Source: an optimization exercise on an open RTL-to-GDS flow (aim: small area, a short achievable clock period and few clock cycles). Production flows keep margins and buffers that such runs may drop. For this run, only the layout was checked, not whether the RTL still works.

$ cat design/flow/flow/run.sh
#!/bin/bash
# Own layout flow: the standard flow (standard.sh, same synthesis script and
# config.mk settings), except that
#  - modules tsc_hot, tsc_sub3, tsc_sub2 (substitution layers), tsc_upd and tsc_absupd (state update,
#    absorb) come from flow/tsc_map.v, hand-mapped netlists of the same functions
#    in sky130_fd_sc_hd cells;
#  - the ABC buffers are removed at floorplan instead of an early timing repair;
#  - the port buffers are buf_2 cells and the resizer may change a cell's footprint;
#  - after global placement, high-fanout nets get placement-based buffer trees
#    (flow/pre_resize.tcl, flow/trees.tcl) before the standard repair_design;
#  - timing repair after CTS and global routing aims SETUP_MARGIN ns below the period.
set -euo pipefail
W=$(pwd)
SETUP_MARGIN=${SETUP_MARGIN:-3.3}
awk 'BEGIN{skip=0} /^[ \t]*module[ \t]+(tsc_hot|tsc_sub3|tsc_sub2|tsc_upd|tsc_absupd)[ \t]*[(#]/{skip=1} {if(!skip)print} skip&&/^[ \t]*endmodule/{skip=0}' \
    design.v > layout_design.v
grep -qE "module (tsc_hot|tsc_sub3|tsc_sub2|tsc_upd|tsc_absupd)\b" layout_design.v && { echo "module not removed" >&2; exit 1; }
cat flow/tsc_map.v >> layout_design.v
sed "s#^export VERILOG_FILES *=.*#export VERILOG_FILES = $W/layout_design.v#" config.mk > config_own.mk
grep -q "layout_design.v" config_own.mk || { echo "VERILOG_FILES not set" >&2; exit 1; }
sed "s#$W/config.mk#$W/config_own.mk#g" standard.sh > own.sh
grep -q "config_own.mk" own.sh || { echo "config path not replaced" >&2; exit 1; }
bash own.sh REMOVE_ABC_BUFFERS=1 MATCH_CELL_FOOTPRINT=0 \
    "BUFFER_PORTS_ARGS=-buffer_cell sky130_fd_sc_hd__buf_2" \
    PRE_RESIZE_TCL=$W/flow/pre_resize.tcl \
    SETUP_SLACK_MARGIN=$SETUP_MARGIN finish > own_flow.log 2>&1
test -s out/final.def
$ cat design/flow/flow/pre_resize.tcl
# Before the first repair_design: buffer trees for the high-fanout signal nets (the
# state-update selects reach every lane), built from the global placement.
source [file join [file dirname [info script]] trees.tcl]
tsc_fanout_trees 24 12 sky130_fd_sc_hd__buf_4
$ cat design/flow/flow/trees.tcl
# Buffer trees for high-fanout signal nets, built from the placement: the loads of a
# net are split by recursive bisection on their locations into groups of at most
# LEAF loads, each group gets a buffer at its centre, and the net is treated again
# until its fanout is small.
proc tsc_split {items axis leaf} {
  if {[llength $items] <= $leaf} { return [list $items] }
  set idx [expr {$axis == 0 ? 1 : 2}]
  set sorted [lsort -integer -index $idx $items]
  set half [expr {[llength $sorted] / 2}]
  set a [lrange $sorted 0 [expr {$half - 1}]]
  set b [lrange $sorted $half end]
  return [concat [tsc_split $a [expr {1 - $axis}] $leaf] [tsc_split $b [expr {1 - $axis}] $leaf]]
}
proc tsc_loads {net} {
  set items {}
  foreach it [$net getITerms] {
    if {![$it isInputSignal]} continue
    set inst [$it getInst]
    set loc [$inst getLocation]
    lappend items [list $it [lindex $loc 0] [lindex $loc 1]]
  }
  return $items
}
proc tsc_tree {net leaf cell} {
  set block [ord::get_db_block]
  set dbu [$block getDefUnits]
  set n 0
  while {1} {
    set items [tsc_loads $net]
    if {[llength $items] <= $leaf} break
    set groups [tsc_split $items 0 $leaf]
    foreach g $groups {
      if {[llength $g] < 2} continue
      set pins {}
      set sx 0; set sy 0
      foreach e $g {
        set it [lindex $e 0]
        lappend pins [get_pins "[[$it getInst] getName]/[[$it getMTerm] getName]"]
        set sx [expr {$sx + [lindex $e 1]}]
        set sy [expr {$sy + [lindex $e 2]}]
      }
      set cx [expr {double($sx) / [llength $g] / $dbu}]
      set cy [expr {double($sy) / [llength $g] / $dbu}]
      insert_buffer -buffer_cell $cell -net [get_nets [$net getName]] -load_pins $pins -location [list $cx $cy]
      incr n
    }
  }
  return $n
}
proc tsc_fanout_trees {min_fanout leaf cell} {
  set block [ord::get_db_block]
  set todo {}
  foreach net [$block getNets] {
    if {[$net getSigType] != "SIGNAL"} continue
    set cnt 0
    foreach it [$net getITerms] { if {[$it isInputSignal]} { incr cnt } }
    if {$cnt >= $min_fanout} { lappend todo $net }
  }
  set total 0
  foreach net $todo {
    set nm [$net getName]
    set k [tsc_tree $net $leaf $cell]
    puts "tsc_fanout_trees: $nm: $k buffers"
    incr total $k
  }
  puts "tsc_fanout_trees: [llength $todo] nets, $total buffers"
}
$ cat design/flow/flow/tsc_map.v
// Gate-level versions of modules tsc_hot, tsc_sub3, tsc_sub2, tsc_upd and tsc_absupd of
// rtl/tsc_sponge.v (the same functions, in sky130_fd_sc_hd cells), used for the
// layout in their place.

// y = a1 & a2 | b1 & b2 | c1 & c2, as NAND-NAND
module tsc_sop3 (
    input  wire a1, a2, b1, b2, c1, c2,
    output wire y
);
    wire na, nb, nc;
    sky130_fd_sc_hd__nand2_1 u_a (.A(a1), .B(a2), .Y(na));
    sky130_fd_sc_hd__nand2_1 u_b (.A(b1), .B(b2), .Y(nb));
    sky130_fd_sc_hd__nand2_1 u_c (.A(c1), .B(c2), .Y(nc));
    sky130_fd_sc_hd__nand3_1 u_y (.A(na), .B(nb), .C(nc), .Y(y));
endmodule

// y = a1 & a2 | b1 & b2 | c1 & c2, with a stronger output stage
module tsc_sop3_x2 (
    input  wire a1, a2, b1, b2, c1, c2,
    output wire y
);
    wire na, nb, nc;
    sky130_fd_sc_hd__nand2_1 u_a (.A(a1), .B(a2), .Y(na));
    sky130_fd_sc_hd__nand2_1 u_b (.A(b1), .B(b2), .Y(nb));
    sky130_fd_sc_hd__nand2_1 u_c (.A(c1), .B(c2), .Y(nc));
    sky130_fd_sc_hd__nand3_2 u_y (.A(na), .B(nb), .C(nc), .Y(y));
endmodule

// one-hot trit sum y = a + b, trits as {is 0, is -1, is +1}; W = 3 or 2 outputs
module tsc_hadd (
    input  wire [2:0]   a,
    input  wire [2:0]   b,
    output wire [W-1:0] y
);
    parameter integer W = 3;
    generate
        if (W == 2) begin : g_x2
            tsc_sop3_x2 u_p (.a1(a[2]), .a2(b[0]), .b1(a[0]), .b2(b[2]), .c1(a[1]), .c2(b[1]), .y(y[0]));
            tsc_sop3_x2 u_m (.a1(a[2]), .a2(b[1]), .b1(a[1]), .b2(b[2]), .c1(a[0]), .c2(b[0]), .y(y[1]));
        end else begin : g_x1
            tsc_sop3 u_p (.a1(a[2]), .a2(b[0]), .b1(a[0]), .b2(b[2]), .c1(a[1]), .c2(b[1]), .y(y[0]));
            tsc_sop3 u_m (.a1(a[2]), .a2(b[1]), .b1(a[1]), .b2(b[2]), .c1(a[0]), .c2(b[0]), .y(y[1]));
        end
        if (W == 3) begin : g_z
            tsc_sop3 u_z (.a1(a[2]), .a2(b[2]), .b1(a[0]), .b2(b[1]), .c1(a[1]), .c2(b[0]), .y(y[2]));
        end
    endgenerate
endmodule

module tsc_hot (
    input  wire [1457:0] s,
    output wire [2186:0] h
);
    genvar i;
    generate
        for (i = 0; i < 729; i = i + 1) begin : g_h
            sky130_fd_sc_hd__nor2_1 u_z (.A(s[2*i]), .B(s[2*i+1]), .Y(h[3*i+2]));
            assign h[3*i +: 2] = s[2*i +: 2];
        end
    endgenerate
endmodule

module tsc_sub3 #(
    parameter integer D = 1
) (
    input  wire [2186:0] h,
    output wire [2186:0] t
);
    localparam N = 729;
    genvar m;
    generate
        for (m = 0; m < N; m = m + 2) begin : g_pair
            localparam integer I0 = (m * D) % N;
            localparam integer I1 = ((m + 1) * D) % N;
            localparam integer IM = ((m + N - 1) * D) % N;
            localparam integer IP = ((m + 2) * D) % N;
            wire [2:0] q;
            tsc_hadd #(.W(3)) u_q  (.a(h[3*I0 +: 3]), .b(h[3*I1 +: 3]), .y(q));
            tsc_hadd #(.W(3)) u_t0 (.a(h[3*IM +: 3]), .b(q), .y(t[3*I0 +: 3]));
            if (m < N - 1) begin : g_t1
                tsc_hadd #(.W(3)) u_t1 (.a(h[3*IP +: 3]), .b(q), .y(t[3*I1 +: 3]));
            end
        end
    endgenerate
endmodule

module tsc_sub2 #(
    parameter integer D = 1
) (
    input  wire [2186:0] h,
    output wire [1457:0] t
);
    localparam N = 729;
    genvar m;
    generate
        for (m = 0; m < N; m = m + 2) begin : g_pair
            localparam integer I0 = (m * D) % N;
            localparam integer I1 = ((m + 1) * D) % N;
            localparam integer IM = ((m + N - 1) * D) % N;
            localparam integer IP = ((m + 2) * D) % N;
            wire [2:0] q;
            tsc_hadd #(.W(3)) u_q  (.a(h[3*I0 +: 3]), .b(h[3*I1 +: 3]), .y(q));
            tsc_hadd #(.W(2)) u_t0 (.a(h[3*IM +: 3]), .b(q), .y(t[2*I0 +: 2]));
            if (m < N - 1) begin : g_t1
                tsc_hadd #(.W(2)) u_t1 (.a(h[3*IP +: 3]), .b(q), .y(t[2*I1 +: 2]));
            end
        end
    endgenerate
endmodule

// d = take & x | keep & s
module tsc_upd (
    input  wire [W-1:0] x,
    input  wire [W-1:0] s,
    input  wire         take,
    input  wire         keep,
    output wire [W-1:0] d
);
    parameter integer W = 1458;
    genvar i;
    generate
        for (i = 0; i < W; i = i + 1) begin : g_d
            sky130_fd_sc_hd__a22o_1 u_d (.A1(take), .A2(x[i]), .B1(keep), .B2(s[i]), .X(d[i]));
        end
    endgenerate
endmodule

// Rate lanes of the state update with the absorb (see tsc_absupd in rtl/tsc_sponge.v).
// The lane decode of len is split in two 4-bit halves: i < len is
// (i/16 < len/16) | (i/16 == len/16) & (i%16 < len%16).
module tsc_absupd (
    input  wire [485:0] x,
    input  wire [485:0] s,
    input  wire [485:0] din,
    input  wire [7:0]   len,
    input  wire         take,
    input  wire         keep,
    input  wire         ea,
    input  wire         ef,
    output wire [485:0] d
);
    wire [15:0] ah_lt, ah_eq, bl_lt, bl_eq;
    genvar i;
    generate
        for (i = 0; i < 16; i = i + 1) begin : g_pre
            assign ah_lt[i] = (i < len[7:4]);
            assign ah_eq[i] = (i == len[7:4]);
            assign bl_lt[i] = (i < len[3:0]);
            assign bl_eq[i] = (i == len[3:0]);
        end
        for (i = 0; i < 243; i = i + 1) begin : g_lane
            wire c1, c2, lt, eq, r1, r2, r0, g0, g1, g2, z, pa, pb, ma, mb;
            sky130_fd_sc_hd__nor2_1   u_c1 (.A(din[2*i]), .B(din[2*i+1]), .Y(c1));
            sky130_fd_sc_hd__nor2b_1  u_c2 (.A(din[2*i+1]), .B_N(din[2*i]), .Y(c2));
            sky130_fd_sc_hd__a21o_1   u_lt (.A1(ah_eq[i/16]), .A2(bl_lt[i%16]), .B1(ah_lt[i/16]), .X(lt));
            sky130_fd_sc_hd__and2_1   u_eq (.A(ah_eq[i/16]), .B(bl_eq[i%16]), .X(eq));
            sky130_fd_sc_hd__and2_1   u_r1 (.A(lt), .B(c1), .X(r1));
            sky130_fd_sc_hd__a21o_1   u_r2 (.A1(lt), .A2(c2), .B1(eq), .X(r2));
            sky130_fd_sc_hd__nor2_1   u_r0 (.A(r1), .B(r2), .Y(r0));
            sky130_fd_sc_hd__a221o_1  u_g0 (.A1(ea), .A2(din[2*i+1]), .B1(ef), .B2(r0), .C1(keep), .X(g0));
            sky130_fd_sc_hd__a22o_1   u_g1 (.A1(ea), .A2(c1), .B1(ef), .B2(r1), .X(g1));
            sky130_fd_sc_hd__a22o_1   u_g2 (.A1(ea), .A2(c2), .B1(ef), .B2(r2), .X(g2));
            sky130_fd_sc_hd__nor2_1   u_z  (.A(s[2*i]), .B(s[2*i+1]), .Y(z));
            sky130_fd_sc_hd__a22oi_1  u_pa (.A1(take), .A2(x[2*i]), .B1(g0), .B2(s[2*i]), .Y(pa));
            sky130_fd_sc_hd__a22oi_1  u_pb (.A1(g1), .A2(z), .B1(g2), .B2(s[2*i+1]), .Y(pb));
            sky130_fd_sc_hd__nand2_1  u_p  (.A(pa), .B(pb), .Y(d[2*i]));
            sky130_fd_sc_hd__a22oi_1  u_ma (.A1(take), .A2(x[2*i+1]), .B1(g0), .B2(s[2*i+1]), .Y(ma));
            sky130_fd_sc_hd__a22oi_1  u_mb (.A1(g1), .A2(s[2*i]), .B1(g2), .B2(z), .Y(mb));
            sky130_fd_sc_hd__nand2_1  u_m  (.A(ma), .B(mb), .Y(d[2*i+1]));
        end
    endgenerate
endmodule
$ cat design/flow/standard.sh
#!/bin/bash
# synth_recipe.tcl (not shown) runs the flow's synth.tcl, then flattens the netlist and writes it again
# the make line also repeats each setting of config.mk as NAME=value (left out here)
make -C /OpenROAD-flow-scripts/flow DESIGN_CONFIG=/design/flow/config.mk WORK_HOME=/design/flow/orfs CLKGATE_MAP_FILE= SYNTH_SCRIPT=/design/flow/synth_recipe.tcl "${@:-finish}"
$ cat design/flow/config.mk
export PLATFORM = sky130hd
export DESIGN_NAME = tsc_sponge
export DESIGN_NICKNAME = tsc_sponge
export VERILOG_FILES = /design/flow/design.v
export SDC_FILE = /design/flow/constraint.sdc
export NUM_CORES = 8
export LEC_CHECK = 0
export CAP_MARGIN = 15
export CORE_MARGIN = 2
export CORE_UTILIZATION = 30
export CTS_CLUSTER_DIAMETER = 100
export CTS_CLUSTER_SIZE = 16
export GPL_TIMING_DRIVEN = 0
export PLACE_DENSITY = 0.5
export SLEW_MARGIN = 15
$ cat design/flow/constraint.sdc
create_clock -name core_clock -period 6.5 [get_ports {clk}]
set_input_delay 1.3000 -clock core_clock [delete_from_list [all_inputs] [get_ports {clk}]]
set_output_delay 1.3000 -clock core_clock [all_outputs]
set_load 0.01 [all_outputs]
$ cat design/flow/design.v
module tsc_sponge (
    input  wire         clk,
    input  wire         rst,         
    input  wire         cmd_valid,
    output wire         cmd_ready,
    input  wire [1:0]   cmd_op,      
    input  wire [7:0]   din_len,     
    input  wire [485:0] din,         
    output wire [485:0] dout,        
    output wire         absorbed     
);
    localparam N    = 729;
    localparam RATE = 243;
    localparam K    = 3;           
    localparam B    = 9;           
    function [1:0] trot(input [1:0] a, input [1:0] c);
        begin
            case (c)
                2'd1:    trot = {a[0], ~(a[0] | a[1])};    
                2'd2:    trot = {~(a[0] | a[1]), a[1]};    
                default: trot = a;
            endcase
        end
    endfunction
    function [1:0] tadd_port(input [1:0] a, input [1:0] b);
        tadd_port = trot(a, b[1] ? 2'd0 : b[0] ? 2'd2 : 2'd1);
    endfunction
    reg  [2*N-1:0] st;
    reg            abs_flag;
    reg            busy;
    reg            rdy;           
    reg  [4:0]     cnt;
    wire has_data = (din_len != 8'd0);
    wire perm_cmd = (cmd_op == 2'd1) || (cmd_op == 2'd3) ||
                    (cmd_op == 2'd2 && (has_data || !abs_flag));
    wire add_en   = !busy && (cmd_op == 2'd1 || (cmd_op == 2'd2 && has_data));
    wire [2*N-1:0] w0 = st;
    genvar i;
    wire [3*N-1:0] h0;
    tsc_hot u_hot (.s(w0), .h(h0));
    wire [3*N-1:0] t0, h1;
    tsc_sub3 #(.D(1)) u_sub0 (.h(h0), .t(t0));
    generate
        for (i = 0; i < N; i = i + 1) begin : g_c0
            case (i)
                41: assign h1[3*i +: 3] = {t0[3*i+1], t0[3*i], t0[3*i+2]};    
                68: assign h1[3*i +: 3] = {t0[3*i], t0[3*i+2], t0[3*i+1]};    
                122: assign h1[3*i +: 3] = {t0[3*i+1], t0[3*i], t0[3*i+2]};    
                149: assign h1[3*i +: 3] = {t0[3*i], t0[3*i+2], t0[3*i+1]};    
                203: assign h1[3*i +: 3] = {t0[3*i+1], t0[3*i], t0[3*i+2]};    
                230: assign h1[3*i +: 3] = {t0[3*i], t0[3*i+2], t0[3*i+1]};    
                284: assign h1[3*i +: 3] = {t0[3*i+1], t0[3*i], t0[3*i+2]};    
                311: assign h1[3*i +: 3] = {t0[3*i], t0[3*i+2], t0[3*i+1]};    
                365: assign h1[3*i +: 3] = {t0[3*i+1], t0[3*i], t0[3*i+2]};    
                392: assign h1[3*i +: 3] = {t0[3*i], t0[3*i+2], t0[3*i+1]};    
                446: assign h1[3*i +: 3] = {t0[3*i+1], t0[3*i], t0[3*i+2]};    
                473: assign h1[3*i +: 3] = {t0[3*i], t0[3*i+2], t0[3*i+1]};    
                527: assign h1[3*i +: 3] = {t0[3*i+1], t0[3*i], t0[3*i+2]};    
                554: assign h1[3*i +: 3] = {t0[3*i], t0[3*i+2], t0[3*i+1]};    
                608: assign h1[3*i +: 3] = {t0[3*i+1], t0[3*i], t0[3*i+2]};    
                635: assign h1[3*i +: 3] = {t0[3*i], t0[3*i+2], t0[3*i+1]};    
                689: assign h1[3*i +: 3] = {t0[3*i+1], t0[3*i], t0[3*i+2]};    
                716: assign h1[3*i +: 3] = {t0[3*i], t0[3*i+2], t0[3*i+1]};    
                default: assign h1[3*i +: 3] = t0[3*i +: 3];
            endcase
        end
    endgenerate
    wire [3*N-1:0] t1, h2;
    tsc_sub3 #(.D(634)) u_sub1 (.h(h1), .t(t1));
    generate
        for (i = 0; i < N; i = i + 1) begin : g_c1
            case (i)
                7: assign h2[3*i +: 3] = {t1[3*i], t1[3*i+2], t1[3*i+1]};    
                61: assign h2[3*i +: 3] = {t1[3*i+1], t1[3*i], t1[3*i+2]};    
                88: assign h2[3*i +: 3] = {t1[3*i], t1[3*i+2], t1[3*i+1]};    
                142: assign h2[3*i +: 3] = {t1[3*i+1], t1[3*i], t1[3*i+2]};    
                169: assign h2[3*i +: 3] = {t1[3*i], t1[3*i+2], t1[3*i+1]};    
                223: assign h2[3*i +: 3] = {t1[3*i+1], t1[3*i], t1[3*i+2]};    
                250: assign h2[3*i +: 3] = {t1[3*i], t1[3*i+2], t1[3*i+1]};    
                304: assign h2[3*i +: 3] = {t1[3*i+1], t1[3*i], t1[3*i+2]};    
                331: assign h2[3*i +: 3] = {t1[3*i], t1[3*i+2], t1[3*i+1]};    
                385: assign h2[3*i +: 3] = {t1[3*i+1], t1[3*i], t1[3*i+2]};    
                412: assign h2[3*i +: 3] = {t1[3*i], t1[3*i+2], t1[3*i+1]};    
                466: assign h2[3*i +: 3] = {t1[3*i+1], t1[3*i], t1[3*i+2]};    
                493: assign h2[3*i +: 3] = {t1[3*i], t1[3*i+2], t1[3*i+1]};    
                547: assign h2[3*i +: 3] = {t1[3*i+1], t1[3*i], t1[3*i+2]};    
                574: assign h2[3*i +: 3] = {t1[3*i], t1[3*i+2], t1[3*i+1]};    
                628: assign h2[3*i +: 3] = {t1[3*i+1], t1[3*i], t1[3*i+2]};    
                655: assign h2[3*i +: 3] = {t1[3*i], t1[3*i+2], t1[3*i+1]};    
                709: assign h2[3*i +: 3] = {t1[3*i+1], t1[3*i], t1[3*i+2]};    
                default: assign h2[3*i +: 3] = t1[3*i +: 3];
            endcase
        end
    endgenerate
    wire [2*N-1:0] t2, w3;
    tsc_sub2 #(.D(277)) u_sub2 (.h(h2), .t(t2));
    generate
        for (i = 0; i < N; i = i + 1) begin : g_c2
            case (i)
                24: assign w3[2*i +: 2] = trot(t2[2*i +: 2], 2'd1);
                51: assign w3[2*i +: 2] = trot(t2[2*i +: 2], 2'd2);
                105: assign w3[2*i +: 2] = trot(t2[2*i +: 2], 2'd1);
                132: assign w3[2*i +: 2] = trot(t2[2*i +: 2], 2'd2);
                186: assign w3[2*i +: 2] = trot(t2[2*i +: 2], 2'd1);
                213: assign w3[2*i +: 2] = trot(t2[2*i +: 2], 2'd2);
                267: assign w3[2*i +: 2] = trot(t2[2*i +: 2], 2'd1);
                294: assign w3[2*i +: 2] = trot(t2[2*i +: 2], 2'd2);
                348: assign w3[2*i +: 2] = trot(t2[2*i +: 2], 2'd1);
                375: assign w3[2*i +: 2] = trot(t2[2*i +: 2], 2'd2);
                429: assign w3[2*i +: 2] = trot(t2[2*i +: 2], 2'd1);
                456: assign w3[2*i +: 2] = trot(t2[2*i +: 2], 2'd2);
                510: assign w3[2*i +: 2] = trot(t2[2*i +: 2], 2'd1);
                537: assign w3[2*i +: 2] = trot(t2[2*i +: 2], 2'd2);
                591: assign w3[2*i +: 2] = trot(t2[2*i +: 2], 2'd1);
                618: assign w3[2*i +: 2] = trot(t2[2*i +: 2], 2'd2);
                672: assign w3[2*i +: 2] = trot(t2[2*i +: 2], 2'd1);
                699: assign w3[2*i +: 2] = trot(t2[2*i +: 2], 2'd2);
                default: assign w3[2*i +: 2] = t2[2*i +: 2];
            endcase
        end
    endgenerate
    wire [2*N-1:0] chain;
    generate
        for (i = 0; i < N; i = i + 1) begin : g_scr
            localparam integer J = (i * 154 + 327) % N;
            assign chain[2*J +: 2] = w3[2*i +: 2];
        end
    endgenerate
    wire accept = cmd_valid && !busy;
    wire           go      = cmd_valid && !busy && !rst;
    wire           st_take = !rst && busy;                                      
    wire           st_ea   = go && (cmd_op == 2'd1);                            
    wire           st_ef   = go && (cmd_op == 2'd2) && has_data;                
    wire           st_keep = !rst && !busy && !(cmd_valid && cmd_op != 2'd3 &&
                             (cmd_op != 2'd2 || has_data));                     
    wire           cap_keep = !rst && !busy && !(cmd_valid && cmd_op == 2'd0);
    wire [2*N-1:0] st_next;
    tsc_upd #(.W(2*N-2*RATE)) u_upd (.x(chain[2*N-1:2*RATE]), .s(st[2*N-1:2*RATE]), .take(st_take),
                                     .keep(cap_keep), .d(st_next[2*N-1:2*RATE]));
    tsc_absupd u_absupd (.x(chain[2*RATE-1:0]), .s(st[2*RATE-1:0]), .din(din), .len(din_len),
                         .take(st_take), .keep(st_keep), .ea(st_ea), .ef(st_ef),
                         .d(st_next[2*RATE-1:0]));
    always @(posedge clk)
        st <= st_next;
    always @(posedge clk) begin
        if (rst) begin
            abs_flag <= 1'b0;
            busy     <= 1'b0;
            rdy      <= 1'b1;
            cnt      <= 5'd0;
        end else if (busy) begin
            if (cnt == B - 1) begin
                busy <= 1'b0;
                rdy  <= 1'b1;
                cnt  <= 5'd0;
            end else begin
                cnt <= cnt + 5'd1;
            end
        end else if (accept) begin
            if (cmd_op == 2'd0) begin
                abs_flag <= 1'b0;
            end else if (perm_cmd) begin
                if (add_en)
                    abs_flag <= 1'b1;
                busy <= 1'b1;
                rdy  <= 1'b0;
            end
        end
    end
    assign cmd_ready = rdy;
    assign absorbed  = abs_flag;
    generate
        for (i = 0; i < RATE; i = i + 1) begin : g_out
            assign dout[2*i +: 2] = {st[2*i+1], st[2*i] | st[2*i+1]};
        end
    endgenerate
endmodule
module tsc_hot (
    input  wire [1457:0] s,
    output wire [2186:0] h
);
    genvar i;
    generate
        for (i = 0; i < 729; i = i + 1) begin : g_h
            assign h[3*i +: 3] = {~(s[2*i] | s[2*i+1]), s[2*i+1], s[2*i]};
        end
    endgenerate
endmodule
module tsc_sub3 #(
    parameter integer D = 1
) (
    input  wire [2186:0] h,
    output wire [2186:0] t
);
    localparam N = 729;
    function [2:0] hadd(input [2:0] a, input [2:0] b);
        begin
            hadd[0] = (a[2] & b[0]) | (a[0] & b[2]) | (a[1] & b[1]);    
            hadd[1] = (a[2] & b[1]) | (a[1] & b[2]) | (a[0] & b[0]);    
            hadd[2] = (a[2] & b[2]) | (a[0] & b[1]) | (a[1] & b[0]);    
        end
    endfunction
    genvar m;
    generate
        for (m = 0; m < N; m = m + 2) begin : g_pair
            localparam integer I0 = (m * D) % N;             
            localparam integer I1 = ((m + 1) * D) % N;
            localparam integer IM = ((m + N - 1) * D) % N;   
            localparam integer IP = ((m + 2) * D) % N;       
            wire [2:0] q = hadd(h[3*I0 +: 3], h[3*I1 +: 3]);
            assign t[3*I0 +: 3] = hadd(h[3*IM +: 3], q);
            if (m < N - 1) begin : g_t1
                assign t[3*I1 +: 3] = hadd(h[3*IP +: 3], q);
            end
        end
    endgenerate
endmodule
module tsc_sub2 #(
    parameter integer D = 1
) (
    input  wire [2186:0] h,
    output wire [1457:0] t
);
    localparam N = 729;
    function [2:0] hadd(input [2:0] a, input [2:0] b);
        begin
            hadd[0] = (a[2] & b[0]) | (a[0] & b[2]) | (a[1] & b[1]);
            hadd[1] = (a[2] & b[1]) | (a[1] & b[2]) | (a[0] & b[0]);
            hadd[2] = (a[2] & b[2]) | (a[0] & b[1]) | (a[1] & b[0]);
        end
    endfunction
    genvar m;
    generate
        for (m = 0; m < N; m = m + 2) begin : g_pair
            localparam integer I0 = (m * D) % N;
            localparam integer I1 = ((m + 1) * D) % N;
            localparam integer IM = ((m + N - 1) * D) % N;
            localparam integer IP = ((m + 2) * D) % N;
            wire [2:0] q  = hadd(h[3*I0 +: 3], h[3*I1 +: 3]);
            wire [2:0] y0 = hadd(h[3*IM +: 3], q);
            assign t[2*I0 +: 2] = y0[1:0];
            if (m < N - 1) begin : g_t1
                wire [2:0] y1 = hadd(h[3*IP +: 3], q);
                assign t[2*I1 +: 2] = y1[1:0];
            end
        end
    endgenerate
endmodule
module tsc_upd (
    input  wire [W-1:0] x,
    input  wire [W-1:0] s,
    input  wire         take,
    input  wire         keep,
    output wire [W-1:0] d
);
    parameter integer W = 1458;
    assign d = ({W{take}} & x) | ({W{keep}} & s);
endmodule
module tsc_absupd (
    input  wire [485:0] x,
    input  wire [485:0] s,
    input  wire [485:0] din,
    input  wire [7:0]   len,
    input  wire         take,
    input  wire         keep,
    input  wire         ea,
    input  wire         ef,
    output wire [485:0] d
);
    genvar i;
    generate
        for (i = 0; i < 243; i = i + 1) begin : g_lane
            wire c1 = ~din[2*i] & ~din[2*i+1];           
            wire c2 = din[2*i] & ~din[2*i+1];            
            wire c0 = din[2*i+1];                        
            wire lt = (i < len);
            wire eq = (i == len);
            wire r1 = lt & c1;                           
            wire r2 = lt & c2 | eq;                      
            wire r0 = ~(r1 | r2);                        
            wire g0 = keep | ea & c0 | ef & r0;          
            wire g1 = ea & c1 | ef & r1;                 
            wire g2 = ea & c2 | ef & r2;                 
            wire z  = ~(s[2*i] | s[2*i+1]);
            assign d[2*i]   = take & x[2*i]   | g0 & s[2*i]   | g1 & z      | g2 & s[2*i+1];
            assign d[2*i+1] = take & x[2*i+1] | g0 & s[2*i+1] | g1 & s[2*i] | g2 & z;
        end
    endgenerate
endmodule
==> run_results.csv <==
group,metric,value,unit
clock_tree,cts_buffers,186,
global_route,globalRoute.totalOverflow,15,
run_status,error,"[ERROR GRT-0116] Global routing finished with congestion. Check the congestion regions in the DRC Viewer.",
global_route,grt_pass1_wl,3800000,um
yosys,yosys.cell_count.top_type,"nand2_1",
yosys,yosysTopAreaCellShare,46.0,%
yosys,seq_area_frac_synth,12.9,%
floorplan,rows,319,
clock_tree,clockRootBuffer,"clkbuf_16",
place,place_congestion,1.22,
yosys,netlist_area,227000,um2
clock_tree,hold_buffers,0,
floorplan,die_w,874,um
global_route,grt_max_degree,19,
run_status,outcome,"aborted with a tool error",
clock_tree,clock-sinks,1466,
yosys,ys_ff_latch,1466,
run_status,failing_step,"global routing (5_1_grt)",
yosys,synth_edf_count,0,
place,place_ws,0.0322,ns
yosys,async_reset_ff_share,0,%
yosys,yosys-top-cells-count,"nand2_1, nand3_1, nor2_1",
floorplan,fp.dieH,874,um
yosys,yosys_warnings,1,
yosys,ys_types,45,
clock_tree,cts_max_path_buffers,4,
clock_tree,ctsHtreeMaxLevel,4,
place,io_buffers,986,
yosys,avgSynthCellArea,5.12,um2
place,dp_hpwl,2330000,um
floorplan,ioPinCount,987,
place,placedInstanceArea,250000,um2
yosys,ys_top_cells_by_area,"nand2_1, nand3_1, dfxtp_1",
yosys,synthFlopType,"dfxtp_1",
global_route,grt_pass1_vias,356000,
global_route,gr-usage-all-layers,74.1,%
yosys,netlist_instances,44400,
floorplan,floorplan.initialDensity,30.1,%
yosys,yosysTopAreaCell,"nand2_1",
[per-stage QoR]
stage / utilization (%) / std cells
CTS: 44.4 / 58300
global placement: 32.2 / 55100
floorplan: - / 44200
detailed placement: 33.2 / 55800
[power by group through the flow]
stage	sequential, uW	clock, uW	combinational (uW)
after CTS	29900	12600	957000
after global placement	20200	0	411000
after floorplan	20600	0	310000
after detailed placement	19500	0	396000
[what timing repair did]
| action | 4_1_cts |
|---|---|
| gates cloned | 29 |
| buffers inserted | 2120 |
| setup endpoints to repair | 1933 |
| resized for setup | 12200 |
| pin swaps | 967 |
[layer usage]
metal	GRT overflow	GRT usage [%]
met1	0	74.2
met2	1	87.6
met4	13	73.1
met3	1	62.3
met5	0	34.2
[worst max-delay path by stage]
| stage | end | slack, ns | cells past startpoint |
|---|---|---|---|
| after detailed placement | st[10]$_DFF_P_ | 0.03 | 15 |
| after floorplan | st[0]$_DFF_P_ | -41.88 | 3 |
| after global placement | st[141]$_DFF_P_ | -96.15 | 4 |
| after CTS | st[360]$_DFF_P_ | 2.83 | 17 |
[logic make-up after synthesis]
group | count (synthesis) | share of synthesized area, %
AO/OA/AOI/OAI | 3177 | 11.6
AND/OR/NAND/NOR | 39500 | 74.6
XOR/XNOR | 3 | 0.0116
adder cells (fa/ha/maj) | 2 | 0.0110
flip-flops | 1466 | 12.9
multiplexers | 1 | 0.00441
buffers and inverters | 264 | 0.841
other | 1 | 0.00165
